Context: an optimization exercise on an open-source flow, tuned for a short achievable clock period and few clock cycles per item. The choices shown serve that exercise and are no tape-out recipe. Only simulation tests tie the RTL to the original design; equivalence was not proved.

==> flow/run.sh <==
#!/bin/bash
# synth_recipe.tcl (not shown) runs the flow's synth.tcl, then flattens the netlist and writes it again
# the make line also repeats each setting of config.mk as NAME=value (left out here)
make -C /OpenROAD-flow-scripts/flow DESIGN_CONFIG=/design/flow/config.mk WORK_HOME=/design/flow/orfs CLKGATE_MAP_FILE= SYNTH_SCRIPT=/design/flow/synth_recipe.tcl finish
==> flow/config.mk <==
export PLATFORM = sky130hd
export DESIGN_NAME = rando_pe
export DESIGN_NICKNAME = rando_pe
export VERILOG_FILES = /design/flow/design.v
export SDC_FILE = /design/flow/constraint.sdc
export NUM_CORES = 4
export LEC_CHECK = 0
export CAP_MARGIN = 20
export CORE_MARGIN = 2
export CORE_UTILIZATION = 35
export PLACE_DENSITY = 0.45
export SETUP_SLACK_MARGIN = 5
export SLEW_MARGIN = 20
export SYNTH_HIERARCHICAL = 1
export SYNTH_MEMORY_MAX_BITS = 16384
==> flow/constraint.sdc <==
create_clock -name core_clock -period 12.0 [get_ports {clk}]
set_input_delay 2.4000 -clock core_clock [delete_from_list [all_inputs] [get_ports {clk}]]
set_output_delay 2.4000 -clock core_clock [all_outputs]
set_load 0.01 [all_outputs]
==> flow/design.v <==
module rando_pe #(
    parameter [63:0] T_RESEED_TICKS = 64'd100000   
) (
    input  wire         clk,
    input  wire         rst,           
    input  wire         cmd_valid,
    input  wire [7:0]   cmd,
    output wire         cmd_ready,
    output wire [7:0]   status,
    output wire         ent_req,
    input  wire         ent_valid,
    input  wire [63:0]  ent_data,
    input  wire         ent_fail,
    input  wire [63:0]  now,
    output reg          out_valid,
    output wire [127:0] out_data,
    output wire         sink_req,
    input  wire         sink_ack,
    input  wire         sink_fail
);
    localparam [7:0] OP_INIT  = 8'h01;
    localparam [7:0] OP_STEP  = 8'h02;
    localparam [7:0] OP_EMIT  = 8'h03;
    localparam [7:0] OP_FLUSH = 8'h04;
    localparam [7:0] OP_TCHK  = 8'h05;
    localparam [7:0] OP_RSEED = 8'h06;
    localparam [1:0] R_UNINIT  = 2'd0;
    localparam [1:0] R_RUNNING = 2'd1;
    localparam [1:0] R_STOPPED = 2'd2;
    localparam [1:0] R_ABORTED = 2'd3;
    localparam [1:0] RES_OK      = 2'd0;
    localparam [1:0] RES_ILLEGAL = 2'd1;
    localparam [1:0] RES_STATE   = 2'd2;
    localparam [1:0] RES_ABORT   = 2'd3;
    reg        rdy;          
    reg [1:0]  run;
    reg [1:0]  res;
    reg [2:0]  rc;           
    reg        emit_pend;    
    reg        step_pend;    
    reg        ent_on;       
    reg        in_gen;       
    reg        is_init;      
    reg        is_tchk;      
    reg [6:0]  widx;         
    reg        flush_on;     
    reg        tchk_on;      
    reg [1:0]  fin;          
    reg [63:0] now_q;
    reg [63:0] u0, u1, u2, u3;   
    reg [63:0] id, cnt, wh0, wh1;
    reg [63:0] idwh0;            
    reg [31:0] pn;           
    reg [63:0] t_last;
    reg [8191:0] pool;       
    reg [63:0]   seed_q;
    assign cmd_ready = rdy;
    assign status    = {4'b0000, res, run};
    assign ent_req   = ent_on;
    assign sink_req  = flush_on;
    assign out_data  = {u3 ^ wh1, u1 ^ idwh0};
    wire        first   = (rc == 3'd0);
    wire        last    = (rc == 3'd1);
    wire [255:0] rnd_out;
    rpe_round u_round (.i({u0, u1, u2, u3}), .o(rnd_out));
    wire [31:0] pn_next;
    rpe_mul9 u_pn_next (.a(pn), .y(pn_next));
    wire [6:0]  seed_idx = pn[31:25];
    wire [63:0] cnt_next;
    rpe_add64 u_cnt (.a(cnt), .b({32'd0, pn}), .y(cnt_next));
    wire [63:0] seed_w;
    rpe_pool_mux u_pool_mux (.pool(pool), .sel(seed_idx), .y(seed_w));
    wire expired;
    rpe_expired #(.T(T_RESEED_TICKS)) u_expired (.now(now_q), .t_last(t_last), .y(expired));
    wire accept   = cmd_valid && rdy;
    wire legal_op = (cmd >= OP_INIT) && (cmd <= OP_RSEED);
    wire allowed  = (cmd == OP_INIT) ? (run == R_UNINIT) : (run == R_RUNNING);
    wire exec     = accept && legal_op && allowed;
    wire pool_we  = ent_on && !in_gen && !ent_fail && ent_valid;
    wire seed_wr  = pool_we && (widx == seed_idx);
    wire [63:0] seed_eff = seed_wr ? ent_data : seed_q;
    wire [63:0] x0 = last ? seed_eff : 64'd0;
    wire [63:0] x1 = last ? id       : 64'd0;
    wire [63:0] x2 = last ? cnt      : 64'd0;
    wire step_go  = first && (step_pend || (exec && cmd == OP_STEP));
    integer k;
    always @(posedge clk) begin
        for (k = 0; k < 128; k = k + 1)
            if (pool_we && widx == k)
                pool[64*k +: 64] <= ent_data;
        if (seed_wr)
            seed_q <= ent_data;
        else
            seed_q <= seed_w;
    end
    always @(posedge clk) begin
        if (rst) begin
            rdy       <= 1'b1;
            run       <= R_UNINIT;
            res       <= RES_OK;
            rc        <= 3'd0;
            emit_pend <= 1'b0;
            step_pend <= 1'b0;
            ent_on    <= 1'b0;
            in_gen    <= 1'b0;
            is_init   <= 1'b0;
            is_tchk   <= 1'b0;
            widx      <= 7'd0;
            flush_on  <= 1'b0;
            tchk_on   <= 1'b0;
            fin       <= 2'd0;
            out_valid <= 1'b0;
        end else begin
            out_valid <= 1'b0;
            if (step_go) begin
                {u0, u1, u2, u3} <= rnd_out;
                cnt <= cnt_next;
                pn  <= pn_next;
                rc  <= 3'd4;
            end else if (!first) begin
                {u0, u1, u2, u3} <= rnd_out ^ {x0, x1, x2, 64'd0};
                rc <= rc - 3'd1;
            end else if (seed_wr) begin
                u0 <= u0 ^ seed_q ^ ent_data;
            end
            if (step_pend && first) begin
                step_pend <= 1'b0;
                rdy       <= 1'b1;
            end
            if (emit_pend && rc == 3'd1) begin
                emit_pend <= 1'b0;
                out_valid <= 1'b1;
                rdy       <= 1'b1;
            end
            if (accept) begin
                now_q <= now;
                if (!legal_op) begin
                    res <= RES_ILLEGAL;
                end else if (!allowed) begin
                    res <= RES_STATE;
                end else begin
                    case (cmd)
                    OP_INIT: begin
                        ent_on  <= 1'b1;
                        in_gen  <= 1'b0;
                        is_init <= 1'b1;
                        is_tchk <= 1'b0;
                        widx    <= 7'd0;
                        rdy     <= 1'b0;
                    end
                    OP_STEP: begin
                        res <= RES_OK;
                        if (!first) begin
                            step_pend <= 1'b1;
                            rdy       <= 1'b0;
                        end
                    end
                    OP_EMIT: begin
                        res <= RES_OK;
                        if (rc <= 3'd1) begin
                            out_valid <= 1'b1;
                        end else begin
                            emit_pend <= 1'b1;
                            rdy       <= 1'b0;
                        end
                    end
                    OP_FLUSH: begin
                        flush_on <= 1'b1;
                        rdy      <= 1'b0;
                    end
                    OP_TCHK: begin
                        tchk_on <= 1'b1;
                        rdy     <= 1'b0;
                    end
                    default: begin  
                        ent_on  <= 1'b1;
                        in_gen  <= 1'b0;
                        is_init <= 1'b0;
                        is_tchk <= 1'b0;
                        widx    <= 7'd0;
                        rdy     <= 1'b0;
                    end
                    endcase
                end
            end
            if (tchk_on) begin
                tchk_on <= 1'b0;
                if (expired) begin
                    ent_on  <= 1'b1;
                    in_gen  <= 1'b0;
                    is_init <= 1'b0;
                    is_tchk <= 1'b1;
                    widx    <= 7'd0;
                end else begin
                    res <= RES_OK;
                    rdy <= 1'b1;
                end
            end
            if (ent_on) begin
                if (ent_fail) begin
                    ent_on <= 1'b0;
                    in_gen <= 1'b0;
                    run    <= R_ABORTED;
                    res    <= RES_ABORT;
                    rdy    <= 1'b1;
                end else if (ent_valid) begin
                    widx <= widx + 7'd1;
                    if (!in_gen) begin
                        if (widx == 7'd127) begin
                            widx <= 7'd0;
                            if (is_init) begin
                                in_gen <= 1'b1;
                            end else begin
                                ent_on <= 1'b0;
                                if (is_tchk)
                                    t_last <= now_q;
                                res <= RES_OK;
                                rdy <= 1'b1;
                            end
                        end
                    end else begin
                        case (widx[3:0])
                        4'd0: u0  <= ent_data;
                        4'd1: u1  <= ent_data;
                        4'd2: u2  <= ent_data;
                        4'd3: u3  <= ent_data;
                        4'd5: begin
                            id <= ent_data;
                            u1 <= u1 ^ ent_data;
                        end
                        4'd6: begin
                            cnt <= ent_data;
                            u2  <= u2 ^ ent_data;
                        end
                        4'd7: begin
                            wh0   <= ent_data;
                            idwh0 <= id ^ ent_data;
                        end
                        4'd8: wh1 <= ent_data;
                        4'd9: begin
                            pn     <= ent_data[31:0];
                            t_last <= now_q;
                            ent_on <= 1'b0;
                            in_gen <= 1'b0;
                            fin    <= 2'd1;
                        end
                        default: ;
                        endcase
                    end
                end
            end
            if (fin == 2'd1) begin
                pn  <= pn_next;
                fin <= 2'd2;
            end
            if (fin == 2'd2) begin
                u0  <= u0 ^ seed_w;
                fin <= 2'd0;
                run <= R_RUNNING;
                res <= RES_OK;
                rdy <= 1'b1;
            end
            if (flush_on && (sink_fail || sink_ack)) begin
                flush_on <= 1'b0;
                if (sink_fail)
                    run <= R_STOPPED;
                res <= RES_OK;
                rdy <= 1'b1;
            end
        end
    end
endmodule
module rpe_round (
    input  wire [255:0] i,
    output wire [255:0] o
);
    wire [255:0] s;
    rpe_hr_a u1 (.i(i), .o(s));
    rpe_hr_b u2 (.i(s), .o(o));
endmodule
module rpe_hr_a (
    input  wire [255:0] i,
    output wire [255:0] o
);
    wire [63:0] a0 = i[255:192], a1 = i[191:128], a2 = i[127:64], a3 = i[63:0];
    wire [63:0] s0, s2;
    rpe_add64 u0 (.a(a0), .b(a1), .y(s0));
    rpe_add64 u2 (.a(a2), .b(a3), .y(s2));
    assign o = {{s0[31:0], s0[63:32]}, {a1[50:0], a1[63:51]} ^ s0,
                s2, {a3[47:0], a3[63:48]} ^ s2};
endmodule
module rpe_hr_b (
    input  wire [255:0] i,
    output wire [255:0] o
);
    wire [63:0] a0 = i[255:192], a1 = i[191:128], a2 = i[127:64], a3 = i[63:0];
    wire [63:0] s0, s2;
    rpe_add64 u0 (.a(a0), .b(a3), .y(s0));
    rpe_add64 u2 (.a(a2), .b(a1), .y(s2));
    assign o = {s0, {a1[46:0], a1[63:47]} ^ s2,
                {s2[31:0], s2[63:32]}, {a3[42:0], a3[63:43]} ^ s0};
endmodule
module rpe_add64 (
    input  wire [63:0] a,
    input  wire [63:0] b,
    output wire [63:0] y
);
    assign y = a + b;
endmodule
module rpe_mul9 (
    input  wire [31:0] a,
    output wire [31:0] y
);
    assign y = a + {a[28:0], 3'b000} + 32'd1;
endmodule
module rpe_expired #(
    parameter [63:0] T = 64'd100000
) (
    input  wire [63:0] now,
    input  wire [63:0] t_last,
    output wire        y
);
    wire [63:0] elapsed = now - t_last;
    assign y = (elapsed > T);
endmodule
module rpe_pool_mux (
    input  wire [8191:0] pool,
    input  wire [6:0]    sel,
    output wire [63:0]   y
);
    wire [64*64-1:0] m1;
    wire [32*64-1:0] m2;
    wire [16*64-1:0] m3;
    wire [8*64-1:0]  m4;
    wire [4*64-1:0]  m5;
    wire [2*64-1:0]  m6;
    genvar j;
    generate
        for (j = 0; j < 64; j = j + 1) begin : g1
            assign m1[64*j +: 64] = sel[0] ? pool[64*(2*j+1) +: 64] : pool[64*(2*j) +: 64];
        end
        for (j = 0; j < 32; j = j + 1) begin : g2
            assign m2[64*j +: 64] = sel[1] ? m1[64*(2*j+1) +: 64] : m1[64*(2*j) +: 64];
        end
        for (j = 0; j < 16; j = j + 1) begin : g3
            assign m3[64*j +: 64] = sel[2] ? m2[64*(2*j+1) +: 64] : m2[64*(2*j) +: 64];
        end
        for (j = 0; j < 8; j = j + 1) begin : g4
            assign m4[64*j +: 64] = sel[3] ? m3[64*(2*j+1) +: 64] : m3[64*(2*j) +: 64];
        end
        for (j = 0; j < 4; j = j + 1) begin : g5
            assign m5[64*j +: 64] = sel[4] ? m4[64*(2*j+1) +: 64] : m4[64*(2*j) +: 64];
        end
        for (j = 0; j < 2; j = j + 1) begin : g6
            assign m6[64*j +: 64] = sel[5] ? m5[64*(2*j+1) +: 64] : m5[64*(2*j) +: 64];
        end
    endgenerate
    assign y = sel[6] ? m6[127:64] : m6[63:0];
endmodule
==> results of run 1 <==
## modules after synthesis (local to each module, per instance), a selection
module	copies in the design	area, sq um	flops+latches	cells
rpe_hr_a	1	1120	0	128
rpe_hr_b	1	1120	0	128
rando_pe	1	291000	8954	12800
rpe_add64	5	3720	0	562
rpe_pool_mux	1	63800	0	3357
rpe_mul9	1	1630	0	229
## stage by stage
stage          instances  instance area (sq um)  setup slack (ns)
2_1_floorplan      20300                 382000              3.01
3_3_place_gp       34600                 405000              2.55
3_5_place_dp       34600                 406000              2.98
4_1_cts            36500                 440000              4.77
5_1_grt            36800                 443000              4.88
6_report           36800                 443000              4.98
## path summary, 6_finish.rpt
path                                   end  slack, ns  cells past startpoint
worst max-delay path                u0[60]       4.98                     24
worst min-delay path            t_last[27]       0.46                      0
worst max register to register      u0[60]       4.98                     24
worst min register to register  t_last[27]       0.46                      0
## state kept, by name (all words and copies together) (netlist names), 3 cells and up
| name | flops |
|---|---|
| cnt | 64 |
| id | 64 |
| idwh0 | 64 |
| now_q | 64 |
| pn | 32 |
| pool | 8192 |
| rc | 3 |
| seed_q | 64 |
| t_last | 64 |
| u0 | 64 |
| u1 | 64 |
| u2 | 64 |
| u3 | 64 |
| wh1 | 64 |
| widx | 7 |
## layout make-up
cell class | count | area (sq um) | area share (%)
antenna | 241 | 603 | 0.136
clock buffer | 1192 | 25200 | 5.70
clock inverter | 601 | 5570 | 1.26
sequential | 8954 | 268000 | 60.5
timing repair buffer | 1181 | 11200 | 2.53
inverter | 183 | 691 | 0.156
multi-input combinational | 10100 | 114000 | 25.7
tap | 14400 | 18100 | 4.08
## cell usage in the layout, fill, tap and decap left out, types with 43 or more instances in the layout
cell type           n
nor2_4            136
clkbuf_1          216
buf_6              53
nor3_1            125
and3_1             70
nor2b_1           104
edfxtp_1         8864
xnor2_2            76
buf_4             788
ha_1              366
a21oi_1           647
clkbuf_16         976
xor2_2            110
clkdlybuf4s50_1   213
nand3_1           154
o21bai_1           79
mux2_2             67
xnor2_1           537
nor2_1            736
mux2i_1           177
inv_1             181
nand4_1           190
clkinv_2          161
clkinv_1          284
xor2_4             66
a311oi_1          130
bufinv_16          81
nand2_1          1286
a21o_1            276
diode_2           241
mux4_2           2688
buf_12            119
o21a_1             45
o211ai_1           51
o21ai_0           428
o21ai_1            54
a31oi_1           133
o22ai_1            43
xor2_1            439
dfxtp_1            89
## cell families (layout without fill, tap and decap cells)
kind of cell / Yosys count / in the layout / share of synthesized area (%)
xor gates and xnor gates: 1248 / 1248 / 2.86
AOI/OAI and AO/OA: 2350 / 2350 / 4.01
DFF: 8954 / 8954 / 70.2
buffers and inverters: 1308 / 3157 / 1.44
other: 1 / 277 / 0.000982
and+or+nand+nor: 3067 / 3067 / 3.56
adders and majority gates: 420 / 420 / 1.39
muxes: 2932 / 2932 / 16.5
## layer usage
| layer | GRT usage (%) | up-vias | share of wire [%] |
|---|---|---|---|
| met3 | 3.78 | 1801 | 7.1 |
| met5 | 0 | - | 0.014 |
| li1 | - | 85400 | - |
| met1 | 37.4 | 119000 | 43 |
| met4 | 9.03 | 32 | 4.0 |
| met2 | 40.5 | 9253 | 46 |
## repair_timing
item | CTS | global route
gates resized for setup | 356 | 202
endpoints found under the setup margin | 178 | 147
setup buffers | 80 | 118
hold endpoints to repair | 0 | 0
pin swaps | 69 | 56
==> impl_metrics.yaml, run 1 <==
drt:
  vias: 215000
  drtIter0Drc: 29300
  drtPass1Iterations: 7
  ant_nets: 0
  via_per_inst: 5.84
  drt_wl_total_mm: 1460
  remaining_drc_errors: 0
  wl_per_cell_um: 39.6
synth:
  syn_area_sq_um: 382000
  yosysMostFrequentCell: "edfxtp_1"
  ys_seq_area_share_pct: 70.2
  yosysTopAreaCell: "edfxtp_1"
  ys_async_sr_fraction_pct: 0
  ys_types: 108
  avgSynthCellArea_sq_um: 18.8
  yosys_most_used_dff: "edfxtp_1"
  yosys-top-cells-area: "edfxtp_1, mux4_2, xnor2_1"
  synth.top_cell.area_share_pct: 69.7
  ys_warn_count: 7
  synth_common_cells: "edfxtp_1, mux4_2, nand2_1"
  synth-edff-count: 8864
  syn_inst: 20300
  ys_ff_latch: 8954
sta:
  tightest_slew_ns: 1.37
  maxSlewHeadroom_pct: 8.22
  rsz0062_at_grt: "yes"
  setup_viol: 0
  hold_viol: 0
  fmax_mhz: 142
  holdWs_ns: 0.462
  skew_ns: 0.101
  min_period_ns: 7.02
  period_share_pct: 58.5
  finalSetupTns_ns: 0
  slew_viol_final: 0
setup_path:
  crit_buf_inv: 1
  required_ns: 12.90
  crit_chain: "ha_2, nand2_1, nor2_1, nand3_1, nor3_2, a21oi_4, a21oi_2, a21boi_0, xnor2_1, xor2_2, ha_1, a21o_1, a21o_1, a21oi_1, o21ai_0, nor2_1, o311a_1, o41ai_4, buf_4, a31oi_1, xnor2_2, nand2_1, o32ai_1, a221o_1"
  critPathSlowestCell: "xor2_2"
  setup.worst_path.end_class: "register"
  cp_top_family: "compound AO/OA/AOI/OAI gates"
  critPathArrivalTime_ns: 7.92
  cp_max_fo: 8
  worstReg2RegStart: "u3[25]"
  path_class: "reg2reg"
  worstSetupStartpointType: "register"
  startpoint: "u3[25]"
  slowest_delay_ns: 0.69
die:
  core_area_sq_um: 1090000
  fp-row-count: 383
  die_area_sq_um: 1100000
  die_y_mm: 1.05
  ios: 283
  start_util_pct: 35.1
  die_x_mm: 1.05
clock_tree:
  clk_pin_slew_ns: 0.06
  cts_hold_buf: 0
  cts_tree: "built"
  cts_max_path_buffers: 5
  cts_sinks: 8954
  htree_levels: 6
  cts_buffers: 967
  root_buffer: "clkbuf_16"
  worstSkewPairLatency_ns: 1.22
finish:
  synthToLayoutAreaGrowth_pct: 16.1
  post-route-util_pct: 40.7
  layout.nets: 21900
  drive_gt1_share_pct: 25.7
  fill_cells: 96800
place:
  gp_congestion: 1.01
  dp_hpwl_mm: 887
  io_buffers: 278
global_route:
  grt_remaining_overflow: 0
  antenna_found_initial: 160
  track_usage_pct: 26.0
  grt_pass1_wl_mm: 1940
  grt_pass1_vias: 210000
  grt_max_degree: 127
worst_hold_path:
  hp-class: "reg2reg"
  holdCritStartpoint: "now_q[27]"
run:
  cap_violations: 0
outcome:
  status: "no timing/DRC/antenna violations"
Testbench counts, summed over its fixed seeds: cycles 22,896, items 4,096.
==> run 2: changes to the inputs <==
--- a/flow/design.v
+++ b/flow/design.v
@@ -46,6 +46,7 @@
     reg        flush_on;     
     reg        tchk_on;      
     reg [1:0]  fin;          
+    reg        ref_fin;      
     reg [63:0] now_q;
     reg [63:0] u0, u1, u2, u3;   
     reg [63:0] id, cnt, wh0, wh1;
@@ -61,8 +62,6 @@
     assign out_data  = {u3 ^ wh1, u1 ^ idwh0};
     wire        first   = (rc == 3'd0);
     wire        last    = (rc == 3'd1);
-    wire [255:0] rnd_out;
-    rpe_round u_round (.i({u0, u1, u2, u3}), .o(rnd_out));
     wire [31:0] pn_next;
     rpe_mul9 u_pn_next (.a(pn), .y(pn_next));
     wire [6:0]  seed_idx = pn[31:25];
@@ -77,19 +76,57 @@
     wire allowed  = (cmd == OP_INIT) ? (run == R_UNINIT) : (run == R_RUNNING);
     wire exec     = accept && legal_op && allowed;
     wire pool_we  = ent_on && !in_gen && !ent_fail && ent_valid;
-    wire seed_wr  = pool_we && (widx == seed_idx);
-    wire [63:0] seed_eff = seed_wr ? ent_data : seed_q;
+    reg        we_q;
+    reg [6:0]  wi_q;
+    reg [63:0] wd_q;
+    wire seed_wr  = we_q && (wi_q == seed_idx);
+    wire [63:0] seed_eff = seed_wr ? wd_q : seed_q;
     wire [63:0] x0 = last ? seed_eff : 64'd0;
     wire [63:0] x1 = last ? id       : 64'd0;
     wire [63:0] x2 = last ? cnt      : 64'd0;
     wire step_go  = first && (step_pend || (exec && cmd == OP_STEP));
+    wire [255:0] rnd_out;
+    rpe_round u_round (.i({u0, u1, u2, u3}), .x1(x1), .o(rnd_out));
+    wire gen_we = ent_on && in_gen && !ent_fail && ent_valid;
+    reg [63:0] u0_alt, u1_alt, u2_alt, u3_alt;
+    always @(*) begin
+        u0_alt = u0;
+        u1_alt = u1;
+        u2_alt = u2;
+        u3_alt = u3;
+        if (seed_wr)
+            u0_alt = u0 ^ seed_q ^ wd_q;
+        if (fin == 2'd2)
+            u0_alt = u0 ^ seed_w;
+        if (gen_we) begin
+            case (widx[3:0])
+            4'd0: u0_alt = ent_data;
+            4'd1: u1_alt = ent_data;
+            4'd2: u2_alt = ent_data;
+            4'd3: u3_alt = ent_data;
+            4'd5: u1_alt = u1 ^ ent_data;
+            4'd6: u2_alt = u2 ^ ent_data;
+            default: ;
+            endcase
+        end
+    end
+    wire rnd_we = step_go || !first;
+    wire [63:0] u0_n, u1_n, u2_n, u3_n;
+    rpe_xsel u_sel0 (.s(rnd_we), .a(rnd_out[255:192]), .x(x0), .b(u0_alt), .y(u0_n));
+    rpe_sel  u_sel1 (.s(rnd_we), .a(rnd_out[191:128]),         .b(u1_alt), .y(u1_n));
+    rpe_xsel u_sel2 (.s(rnd_we), .a(rnd_out[127:64]),  .x(x2), .b(u2_alt), .y(u2_n));
+    rpe_sel  u_sel3 (.s(rnd_we), .a(rnd_out[63:0]),            .b(u3_alt), .y(u3_n));
+    always @(posedge clk)
+        {u0, u1, u2, u3} <= {u0_n, u1_n, u2_n, u3_n};
     integer k;
     always @(posedge clk) begin
+        wi_q <= widx;
+        wd_q <= ent_data;
         for (k = 0; k < 128; k = k + 1)
-            if (pool_we && widx == k)
-                pool[64*k +: 64] <= ent_data;
+            if (we_q && wi_q == k)
+                pool[64*k +: 64] <= wd_q;
         if (seed_wr)
-            seed_q <= ent_data;
+            seed_q <= wd_q;
         else
             seed_q <= seed_w;
     end
@@ -109,19 +146,18 @@
             flush_on  <= 1'b0;
             tchk_on   <= 1'b0;
             fin       <= 2'd0;
+            ref_fin   <= 1'b0;
+            we_q      <= 1'b0;
             out_valid <= 1'b0;
         end else begin
             out_valid <= 1'b0;
+            we_q      <= pool_we;
             if (step_go) begin
-                {u0, u1, u2, u3} <= rnd_out;
                 cnt <= cnt_next;
                 pn  <= pn_next;
                 rc  <= 3'd4;
             end else if (!first) begin
-                {u0, u1, u2, u3} <= rnd_out ^ {x0, x1, x2, 64'd0};
                 rc <= rc - 3'd1;
-            end else if (seed_wr) begin
-                u0 <= u0 ^ seed_q ^ ent_data;
             end
             if (step_pend && first) begin
                 step_pend <= 1'b0;
@@ -211,27 +247,14 @@
                             if (is_init) begin
                                 in_gen <= 1'b1;
                             end else begin
-                                ent_on <= 1'b0;
-                                if (is_tchk)
-                                    t_last <= now_q;
-                                res <= RES_OK;
-                                rdy <= 1'b1;
+                                ent_on  <= 1'b0;
+                                ref_fin <= 1'b1;
                             end
                         end
                     end else begin
                         case (widx[3:0])
-                        4'd0: u0  <= ent_data;
-                        4'd1: u1  <= ent_data;
-                        4'd2: u2  <= ent_data;
-                        4'd3: u3  <= ent_data;
-                        4'd5: begin
-                            id <= ent_data;
-                            u1 <= u1 ^ ent_data;
-                        end
-                        4'd6: begin
-                            cnt <= ent_data;
-                            u2  <= u2 ^ ent_data;
-                        end
+                        4'd5: id  <= ent_data;
+                        4'd6: cnt <= ent_data;
                         4'd7: begin
                             wh0   <= ent_data;
                             idwh0 <= id ^ ent_data;
@@ -249,12 +272,18 @@
                     end
                 end
             end
+            if (ref_fin) begin
+                ref_fin <= 1'b0;
+                if (is_tchk)
+                    t_last <= now_q;
+                res <= RES_OK;
+                rdy <= 1'b1;
+            end
             if (fin == 2'd1) begin
                 pn  <= pn_next;
                 fin <= 2'd2;
             end
             if (fin == 2'd2) begin
-                u0  <= u0 ^ seed_w;
                 fin <= 2'd0;
                 run <= R_RUNNING;
                 res <= RES_OK;
@@ -272,40 +301,128 @@
 endmodule
 module rpe_round (
     input  wire [255:0] i,
+    input  wire [63:0]  x1,
     output wire [255:0] o
 );
     wire [255:0] s;
-    rpe_hr_a u1 (.i(i), .o(s));
-    rpe_hr_b u2 (.i(s), .o(o));
+    wire [63:0]  t1;
+    rpe_hr_a u1 (.i(i), .x1(x1), .o(s), .t1(t1));
+    rpe_hr_b u2 (.i(s), .t1(t1), .o(o));
+endmodule
+module rpe_xsel (
+    input  wire        s,
+    input  wire [63:0] a,
+    input  wire [63:0] x,
+    input  wire [63:0] b,
+    output wire [63:0] y
+);
+    assign y = s ? (a ^ x) : b;
+endmodule
+module rpe_sel (
+    input  wire        s,
+    input  wire [63:0] a,
+    input  wire [63:0] b,
+    output wire [63:0] y
+);
+    assign y = s ? a : b;
 endmodule
 module rpe_hr_a (
     input  wire [255:0] i,
-    output wire [255:0] o
+    input  wire [63:0]  x1,
+    output wire [255:0] o,
+    output wire [63:0]  t1
 );
     wire [63:0] a0 = i[255:192], a1 = i[191:128], a2 = i[127:64], a3 = i[63:0];
     wire [63:0] s0, s2;
     rpe_add64 u0 (.a(a0), .b(a1), .y(s0));
     rpe_add64 u2 (.a(a2), .b(a3), .y(s2));
-    assign o = {{s0[31:0], s0[63:32]}, {a1[50:0], a1[63:51]} ^ s0,
-                s2, {a3[47:0], a3[63:48]} ^ s2};
+    wire [63:0] b1 = {a1[50:0], a1[63:51]} ^ s0;
+    assign o  = {{s0[31:0], s0[63:32]}, b1, s2, {a3[47:0], a3[63:48]} ^ s2};
+    assign t1 = {b1[46:0], b1[63:47]} ^ x1;
 endmodule
 module rpe_hr_b (
     input  wire [255:0] i,
+    input  wire [63:0]  t1,
     output wire [255:0] o
 );
     wire [63:0] a0 = i[255:192], a1 = i[191:128], a2 = i[127:64], a3 = i[63:0];
     wire [63:0] s0, s2;
     rpe_add64 u0 (.a(a0), .b(a3), .y(s0));
     rpe_add64 u2 (.a(a2), .b(a1), .y(s2));
-    assign o = {s0, {a1[46:0], a1[63:47]} ^ s2,
-                {s2[31:0], s2[63:32]}, {a3[42:0], a3[63:43]} ^ s0};
+    assign o = {s0, t1 ^ s2, {s2[31:0], s2[63:32]}, {a3[42:0], a3[63:43]} ^ s0};
 endmodule
 module rpe_add64 (
     input  wire [63:0] a,
     input  wire [63:0] b,
     output wire [63:0] y
 );
-    assign y = a + b;
+    wire [63:0] p0, g0, g1n, p1n, g2, p2, g3n, p3n, g4, p4, g5n, p5n, g6, p6;
+    rpe_pg                u0 (.a(a), .b(b), .p(p0), .g(g0));
+    rpe_ks_n #(.K(1))     u1 (.g(g0),   .p(p0),   .gn(g1n), .pn(p1n));
+    rpe_ks_p #(.K(2))     u2 (.gn(g1n), .pn(p1n), .g(g2),   .p(p2));
+    rpe_ks_n #(.K(4))     u3 (.g(g2),   .p(p2),   .gn(g3n), .pn(p3n));
+    rpe_ks_p #(.K(8))     u4 (.gn(g3n), .pn(p3n), .g(g4),   .p(p4));
+    rpe_ks_n #(.K(16))    u5 (.g(g4),   .p(p4),   .gn(g5n), .pn(p5n));
+    rpe_ks_p #(.K(32))    u6 (.gn(g5n), .pn(p5n), .g(g6),   .p(p6));
+    rpe_sum               u7 (.p(p0), .c(g6), .y(y));
+endmodule
+module rpe_pg (
+    input  wire [63:0] a,
+    input  wire [63:0] b,
+    output wire [63:0] p,
+    output wire [63:0] g
+);
+    assign p = a ^ b;
+    assign g = a & b;
+endmodule
+module rpe_ks_n #(
+    parameter K = 1
+) (
+    input  wire [63:0] g,
+    input  wire [63:0] p,
+    output wire [63:0] gn,
+    output wire [63:0] pn
+);
+    genvar i;
+    generate
+        for (i = 0; i < 64; i = i + 1) begin : g_bit
+            if (i >= K) begin : g_op
+                assign gn[i] = ~(g[i] | (p[i] & g[i-K]));
+                assign pn[i] = ~(p[i] & p[i-K]);
+            end else begin : g_pass
+                assign gn[i] = ~g[i];
+                assign pn[i] = ~p[i];
+            end
+        end
+    endgenerate
+endmodule
+module rpe_ks_p #(
+    parameter K = 2
+) (
+    input  wire [63:0] gn,
+    input  wire [63:0] pn,
+    output wire [63:0] g,
+    output wire [63:0] p
+);
+    genvar i;
+    generate
+        for (i = 0; i < 64; i = i + 1) begin : g_bit
+            if (i >= K) begin : g_op
+                assign g[i] = ~(gn[i] & (pn[i] | gn[i-K]));
+                assign p[i] = ~(pn[i] | pn[i-K]);
+            end else begin : g_pass
+                assign g[i] = ~gn[i];
+                assign p[i] = ~pn[i];
+            end
+        end
+    endgenerate
+endmodule
+module rpe_sum (
+    input  wire [63:0] p,
+    input  wire [63:0] c,
+    output wire [63:0] y
+);
+    assign y = p ^ {c[62:0], 1'b0};
 endmodule
 module rpe_mul9 (
     input  wire [31:0] a,
==> flow/flow/run.sh (new file) <==
#!/bin/bash
set -euo pipefail
bash standard.sh SETUP_SLACK_MARGIN=7.5 TNS_END_PERCENT=5 finish > flow_make.log 2>&1
==> flow/standard.sh (new file) <==
#!/bin/bash
# synth_recipe.tcl (not shown) runs the flow's synth.tcl, then flattens the netlist and writes it again
# the make line also repeats each setting of config.mk as NAME=value (left out here)
make -C /OpenROAD-flow-scripts/flow DESIGN_CONFIG=/design/flow/config.mk WORK_HOME=/design/flow/orfs CLKGATE_MAP_FILE= SYNTH_SCRIPT=/design/flow/synth_recipe.tcl "${@:-finish}"
--- a/flow/config.mk
+++ b/flow/config.mk
@@ -7,8 +7,8 @@
 export LEC_CHECK = 0
 export CAP_MARGIN = 20
 export CORE_MARGIN = 2
-export CORE_UTILIZATION = 35
-export PLACE_DENSITY = 0.45
+export CORE_UTILIZATION = 40
+export PLACE_DENSITY = 0.6
 export SETUP_SLACK_MARGIN = 5
 export SLEW_MARGIN = 20
 export SYNTH_HIERARCHICAL = 1
removed: flow/run.sh
==> run 2 against run 1 <==
Compared with the run above:
- the layout now fails its checks (antenna violations)
- synthesized area is essentially flat
- critical path type unchanged
- setup slack better by 2.1 ns
- critical path depth fell by 3
- via count up 5.7%
- sequential share of layout area decreased by 3.2 points
- synthesized cell count grew 2.0%
- register-to-register slack better by 2.1 ns
==> impl_metrics.yaml, run 2 <==
synth:
  syn_inst: 20700
  ys_warn_count: 7
  avgSynthCellArea_sq_um: 18.5
  syn_area_sq_um: 382000
setup_path:
  r2r_cells: 21
  required_ns: 13.07
  worstReg2RegStart: "u1[0]"
  r2r_end: "u1[8]"
  r2r_slack_ns: 7.11
  critPathArrivalTime_ns: 5.96
  cp_max_fo: 7
  path_class: "reg2reg"
  worstSetupStartpointType: "register"
  setup.worst_path.end_class: "register"
worst_hold_path:
  hold_depth: 0
  hp-class: "reg2reg"
  hold_end: "wi_q[5]"
  holdCritStartpoint: "widx[5]"
die:
  ios: 283
  die_x_um: 981
  start_util_pct: 40.2
  fp-row-count: 358
  die_y_um: 981
  core_area_sq_um: 951000
  die_area_sq_um: 962000
drt:
  remaining_drc_errors: 0
  wl_per_cell_um: 41.5
  vias: 227000
  drtPass1Iterations: 8
  ant_nets: 1
  via_per_inst: 6.29
  drtIter0Drc: 35200
  drt_wl_total_mm: 1500
outcome:
  violatedChecks: "antenna violations"
  status: "complete, but fails checks"
place:
  gp_congestion: 1.08
  placed_cell_area_sq_um: 404000
  dp_hpwl_mm: 911
  io_buffers: 278
global_route:
  grt_max_degree: 108
  grt_pass1_wl_mm: 1950
  grt_remaining_overflow: 0
  grt_pass1_vias: 215000
  antenna_found_initial: 163
  track_usage_pct: 29.9
clock_tree:
  htree_levels: 6
  cts_sinks: 9027
  root_buffer: "clkbuf_16"
  worstSkewPairLatency_ns: 1.21
  cts_buffers: 937
  cts_hold_buf: 0
  cts_max_path_buffers: 5
  cts_tree: "built"
  clk_pin_slew_ns: 0.07
finish:
  final_area_sq_um: 467000
  final_common_cell: "edfxtp_1"
  drive_gt1_share_pct: 37.9
  synthToLayoutAreaGrowth_pct: 22.3
  layout.nets: 23100
  largest_register_ffs: 8192
  max_flop_register: "pool"
  final_cell_mix: "edfxtp_1, mux4_2, nand2_1"
sta:
  maxSlewHeadroom_pct: 13.1
  finalSetupTns_ns: 0
  min_period_ns: 4.89
  tightest_slew_ns: 1.30
  skew_ns: 0.129
  period_share_pct: 40.8
  fmax_mhz: 204
  hold_viol: 0
  slew_viol_final: 0
  rsz0062_at_grt: "yes"
  setup_viol: 0
run:
  cap_violations: 0
run 2: changes by cell type in the layout (fill, tap and decap cells not counted), sizes merged, moves of 256 or more:
cell,change
o21ai,+399
buf,+574
dfxtp,+329
a21oi,+655
xnor2,-330
edfxtp,-256
run 2: worst max path at each step:
stage,start,to,slack [ns],cells after the start
after floorplan,wi_q[4],pool[768],5.89,4
after global placement,cmd[0],u3[63],4.24,10
after detailed placement,cmd[0],u3[63],4.22,10
after CTS,pn[25],u0[9],7.14,14
after global routing,u1[15],u1[57],7.14,22
final,u1[0],u1[8],7.11,21
run 2: critical path, cell delays in order (launching register included):
cell and delay [ns]:
dfxtp_4 0.47, ha_2 0.30, inv_1 0.10, inv_1 0.14, inv_1 0.10, inv_1 0.09, inv_1 0.14, inv_1 0.10
xor2_1 0.16, buf_4 0.22, xor2_1 0.28, ha_2 0.44, a21oi_2 0.36, o21ai_1 0.16, a21oi_1 0.38, inv_1 0.14
inv_1 0.11, inv_1 0.13, xor2_1 0.19, buf_4 0.22, xor2_1 0.21, mux2_4 0.28
run 2: layer usage:
layer	vias up	GRT usage, %	share of wire, %
li1	87400	-	-
met1	123000	41.4	39
met2	14400	45.4	45
met3	2885	6.00	10
met4	52	15.2	6.1
met5	-	0	0.020
run 2: area by class of cell:
cell class | instances | area, sq um
diodes | 278 | 696
well taps | 12600 | 15800
inverters | 400 | 1530
fillers | 77800 | 484000
flip-flops and latches | 9027 | 267000
multi-input cells | 10300 | 130000
clock buffers | 1143 | 24500
repair buffers | 1870 | 21900
clock inverters | 533 | 4670
run 2: through the flow:
| stage | hold WS (ns) | std cells | utilization, % | setup WS, ns |
|---|---|---|---|---|
| 3_3_place_gp | 0.374 | 33300 | 42.4 | 4.24 |
| 5_1_grt | 0.391 | 36100 | 49.1 | 7.14 |
| 3_5_place_dp | 0.368 | 33300 | 42.5 | 4.22 |
| 4_1_cts | 0.386 | 35400 | 47.8 | 7.14 |
| 2_1_floorplan | 0.350 | 20700 | - | 5.89 |
| 6_report | 0.380 | 36100 | 49.1 | 7.11 |
run 2: repair_timing:
item                       4_1_cts  5_1_grt
cloned                          51       64
buffers inserted               388      374
pin swaps                      355      397
gates resized for setup       3017     1609
setup endpoints to repair      720      673
Testbench counts of run 2, summed over its fixed seeds: cycles 22,905, items 4,096.

[afterwards: timing with drivers on the ports]
How much do the figures lean on ideal ports? The routed layouts below were timed once more, with nothing changed but the port constraints.
Step 1 (the two cells are an assumption about what drives the block):
set clk [get_ports {clk}]
set_driving_cell -lib_cell sky130_fd_sc_hd__clkbuf_16 $clk
set_driving_cell -lib_cell sky130_fd_sc_hd__buf_2 [delete_from_list [all_inputs] $clk]
Step 2 moves the port delays by t, midway between the first and last clock arrival at a register: inputs arrive t later, outputs are due t later. That takes back most of the time a late clock gives input paths.
Slacks: no drivers / after step 1 / after step 2; pairs: no drivers / after step 1.
| run | t (ns) | setup slack, ns | worst slew at a driven data input, ns | pins driven straight from the clock port |
|---|---|---|---|---|
| run 1 | 1.330 | 4.982 / 4.982 / 4.404 | 0.40 | 1 |
| run 2 | 1.296 | 7.109 / 6.997 / 6.112 | 0.16 | 1 |
For run 2, which loses most, drivers alone change the setup slack by -0.112 ns; drivers and shift together by -0.997 ns.
